Context: an optimization exercise on an open-source flow, tuned for small area, a short achievable clock period and few clock cycles. The choices shown serve that exercise and are no tape-out recipe. Only simulation tests tie the RTL to the original design; equivalence was not proved. No activity file was given, so power comes from the tool's default toggle rates.

// ap4s_core
module ap4s_core (
    input  wire        clk,
    input  wire        rst,
    input  wire        req,
    input  wire        we,
    input  wire [7:0]  addr,
    input  wire [15:0] wdata,
    output reg         ack,
    output reg  [15:0] rdata
);
    localparam [3:0] E_NONE     = 4'd0;
    localparam [3:0] E_SHORT    = 4'd1;
    localparam [3:0] E_BADFCC   = 4'd2;
    localparam [3:0] E_BADDPID  = 4'd3;
    localparam [3:0] E_UNKTYPE  = 4'd4;
    localparam [3:0] E_LENGTH   = 4'd5;
    localparam [3:0] E_ALPHA    = 4'd6;
    localparam [3:0] E_ILLEGAL  = 4'd8;
    localparam [3:0] E_BUFRANGE = 4'd9;
    function is_digit(input [7:0] c);
        is_digit = (c[7:4] == 4'h3) && !(c[3] && (c[2] || c[1]));
    endfunction
    function letter5(input [4:0] c);
        letter5 = (c != 5'd0) && !(c[4] && c[3] && (c[2] || (c[1] && c[0])));
    endfunction
    function in_alpha(input [7:0] c);
        in_alpha = is_digit(c) ||
                   ((c[7:5] == 3'b010) && letter5(c[4:0])) ||
                   ((c[7:5] == 3'b011) && letter5(c[4:0])) ||
                   (c == 8'h20) || (c == 8'h23);
    endfunction
    function [3:0] n_table(input [3:0] v);
        case (v)
            4'd0: n_table = 4'h0;
            4'd1: n_table = 4'h1;
            4'd2: n_table = 4'h2;
  ...
Settings: LEC_CHECK=0, CAP_MARGIN=20, CORE_MARGIN=2, CORE_UTILIZATION=50, CTS_BUF_LIST=sky130_fd_sc_hd__clkbuf_16, CTS_CLUSTER_DIAMETER=60, CTS_CLUSTER_SIZE=30, PLACE_DENSITY=0.65, SLEW_MARGIN=20; clock period 12.0 ns.
standard.sh (not shown) runs the stock make flow with config.mk's settings and CLKGATE_MAP_FILE= SYNTH_SCRIPT=/design/flow/synth_recipe.tcl, a recipe that flattens the netlist after the stock synthesis.
==> flow/flow/run.sh <==
#!/bin/bash
set -e
export SETUP_SLACK_MARGIN=6.3
bash standard.sh > standard.log 2>&1
The baseline finished with timing, DRC and antenna clean.
Testbench counts at the start, summed over its fixed seeds: cycles 16,192.
Then changed:
==> flow/run.sh (new file) <==
#!/bin/bash
# synth_recipe.tcl (not shown) runs the flow's synth.tcl, then flattens the netlist and writes it again
# the make line also repeats each setting of config.mk as NAME=value (left out here)
make -C /OpenROAD-flow-scripts/flow DESIGN_CONFIG=/design/flow/config.mk WORK_HOME=/design/flow/orfs CLKGATE_MAP_FILE= SYNTH_SCRIPT=/design/flow/synth_recipe.tcl finish
Settings changed: SETUP_SLACK_MARGIN from default to 5.
removed: flow/flow/run.sh
removed: flow/standard.sh
Outcome:
- routed wire length hardly moves
- first-iteration DRC count came out higher by a few percent
- clock-buffer cell count does not change
- die area is unchanged
Then changed:
==> flow/flow/run.sh (new file) <==
#!/bin/bash
set -e
export SETUP_SLACK_MARGIN=6.5
bash standard.sh > standard.log 2>&1
==> flow/standard.sh (new file) <==
#!/bin/bash
# synth_recipe.tcl (not shown) runs the flow's synth.tcl, then flattens the netlist and writes it again
# the make line also repeats each setting of config.mk as NAME=value (left out here)
make -C /OpenROAD-flow-scripts/flow DESIGN_CONFIG=/design/flow/config.mk WORK_HOME=/design/flow/orfs CLKGATE_MAP_FILE= SYNTH_SCRIPT=/design/flow/synth_recipe.tcl "${@:-finish}"
Settings changed: SETUP_SLACK_MARGIN 5 to default.
removed: flow/run.sh
Core utilization climbs by 1.2 points.
Via count hardly moves.
Total power climbs by about 0.7%.
Synthesized cell count is unchanged.

* * *

== run 1 ==
Another version of the RTL of ap4s_core (not shown whole).
Size in the first run: roughly 3500 cells after synthesis, roughly 720 flip-flops, about 39000 µm² of cells after synthesis.
Settings: LEC_CHECK=0, CAP_MARGIN=20, CORE_MARGIN=2, CORE_UTILIZATION=40, PLACE_DENSITY=0.6, SLEW_MARGIN=20; clock period 12.0 ns.
==> flow/flow/run.sh <==
#!/bin/bash
set -e
export SETUP_SLACK_MARGIN=6.2
bash standard.sh > standard.log 2>&1
Per the final summary, run 1 finished and its layout is clean on timing, DRC and antenna.
Testbench counts of run 1, summed over its fixed seeds: cycles 16,192.
Relative to run 1, the following input files were edited for run 2:
- CTS_BUF_LIST: unset -> sky130_fd_sc_hd__clkbuf_16
- CTS_CLUSTER_DIAMETER: unset -> 60
- PLACE_DENSITY: 0.6 -> 0.65
- CORE_UTILIZATION: 40 -> 50
- CTS_CLUSTER_SIZE: unset -> 30
==> flow/flow/run.sh <==
#!/bin/bash
set -e
export SETUP_SLACK_MARGIN=6.5
bash standard.sh > standard.log 2>&1
--- outcome ---
Run 1 has a lower logic gate share of total power than run 2. On cell area, run 1 beats run 2. Diff run 1 -> run 2: die outline area moved down; worst setup slack moved down; post-detailed-placement cell area moved down.
## Diff of input files: run 3 against run 2
- CORE_UTILIZATION now 40, was 50
- PLACE_DENSITY now 0.6, was 0.65
==> flow/flow/run.sh <==
#!/bin/bash
set -e
export SETUP_SLACK_MARGIN=6.2
bash standard.sh > standard.log 2>&1
==> comparison <==
- Run 3: number of vias in the routed layout lower than run 2
- Cmp run 3 and run 2 / post-layout total power / higher: run 2
- Run 3 against run 2: met3 capacity usage during global routing dropped 0.77 points, cell count climbed 145, number of gates given a new drive strength after cts dropped 44%, number of global-route vias before repair dropped 1715.
- On sequential power, run 2 tracks run 3 almost exactly.
- Global-route wire length before repair came out lower on run 3 than on run 2.
What run 4 does differently from run 3 at the input level:
==> flow/flow/run.sh <==
#!/bin/bash
set -e
export SETUP_SLACK_MARGIN=6.5
bash standard.sh > standard.log 2>&1
Results
- Per the final summary, run 4 finished and its layout is clean on timing, DRC and antenna.
- [run 4] fmax rose 1.8% relative to run 3
- Between run 3 and run 4, the difference in cell area after placement is negligible.
- Non-clock buffer count (run 3 / run 4): 0.72
- Comparing run 3 and run 4, the higher area overhead of the layout relative to synthesis was measured on run 4.
- Per the comparison of run 4 with run 3, data arrival time of the critical path fell 2870 ps, sequential cell count essentially unchanged, filler cell count in the final layout has decreased, detailed-route wire length per cell moved up.
- Run 3 -> run 4: count of cell types in the netlist delta 0, exact match
- Between run 3 and run 4, the flow reports cell count increasing slightly.

-- static timing again, ports no longer ideal --
Ports are ideal in the flow. The routed layouts listed here were re-timed in OpenROAD.
Step 1 (the two cells are an assumption about what drives the block):
set clk [get_ports {clk}]
set_driving_cell -lib_cell sky130_fd_sc_hd__clkbuf_16 $clk
set_driving_cell -lib_cell sky130_fd_sc_hd__buf_2 [delete_from_list [all_inputs] $clk]
Step 2 times the ports against the registers' clock, not the clock port: input delays grow and output delays shrink by t, the midpoint of the rising clock arrivals with the driver on.
Slacks: ideal ports / drivers / drivers and shift; pairs: ideal ports / drivers.
run	t (ns)	setup WS [ns]	worst hold slack (ns)	worst setup path at the end
the first run of note 1	0.726	6.149 / 6.118 / 5.660	0.473 / 0.473 / 0.473	input to register
the second run of note 1	0.732	5.166 / 5.140 / 4.669	0.477 / 0.477 / 0.477	input to register
the third run of note 1	0.733	6.211 / 6.133 / 5.847	0.468 / 0.468 / 0.468	input to register
run 1	0.720	6.128 / 6.128 / 5.518	0.469 / 0.469 / 0.469	input to register
run 2	0.732	6.110 / 6.057 / 5.429	0.474 / 0.474 / 0.474	input to register
run 3	0.724	6.091 / 6.091 / 5.475	0.482 / 0.482 / 0.482	input to register
run 4	0.736	6.195 / 6.111 / 5.511	0.472 / 0.472 / 0.472	input to register
After both steps every run listed still meets setup and hold. The setup slack of run 4, which loses most, moves by -0.084 ns with the drivers and by -0.684 ns with both steps.
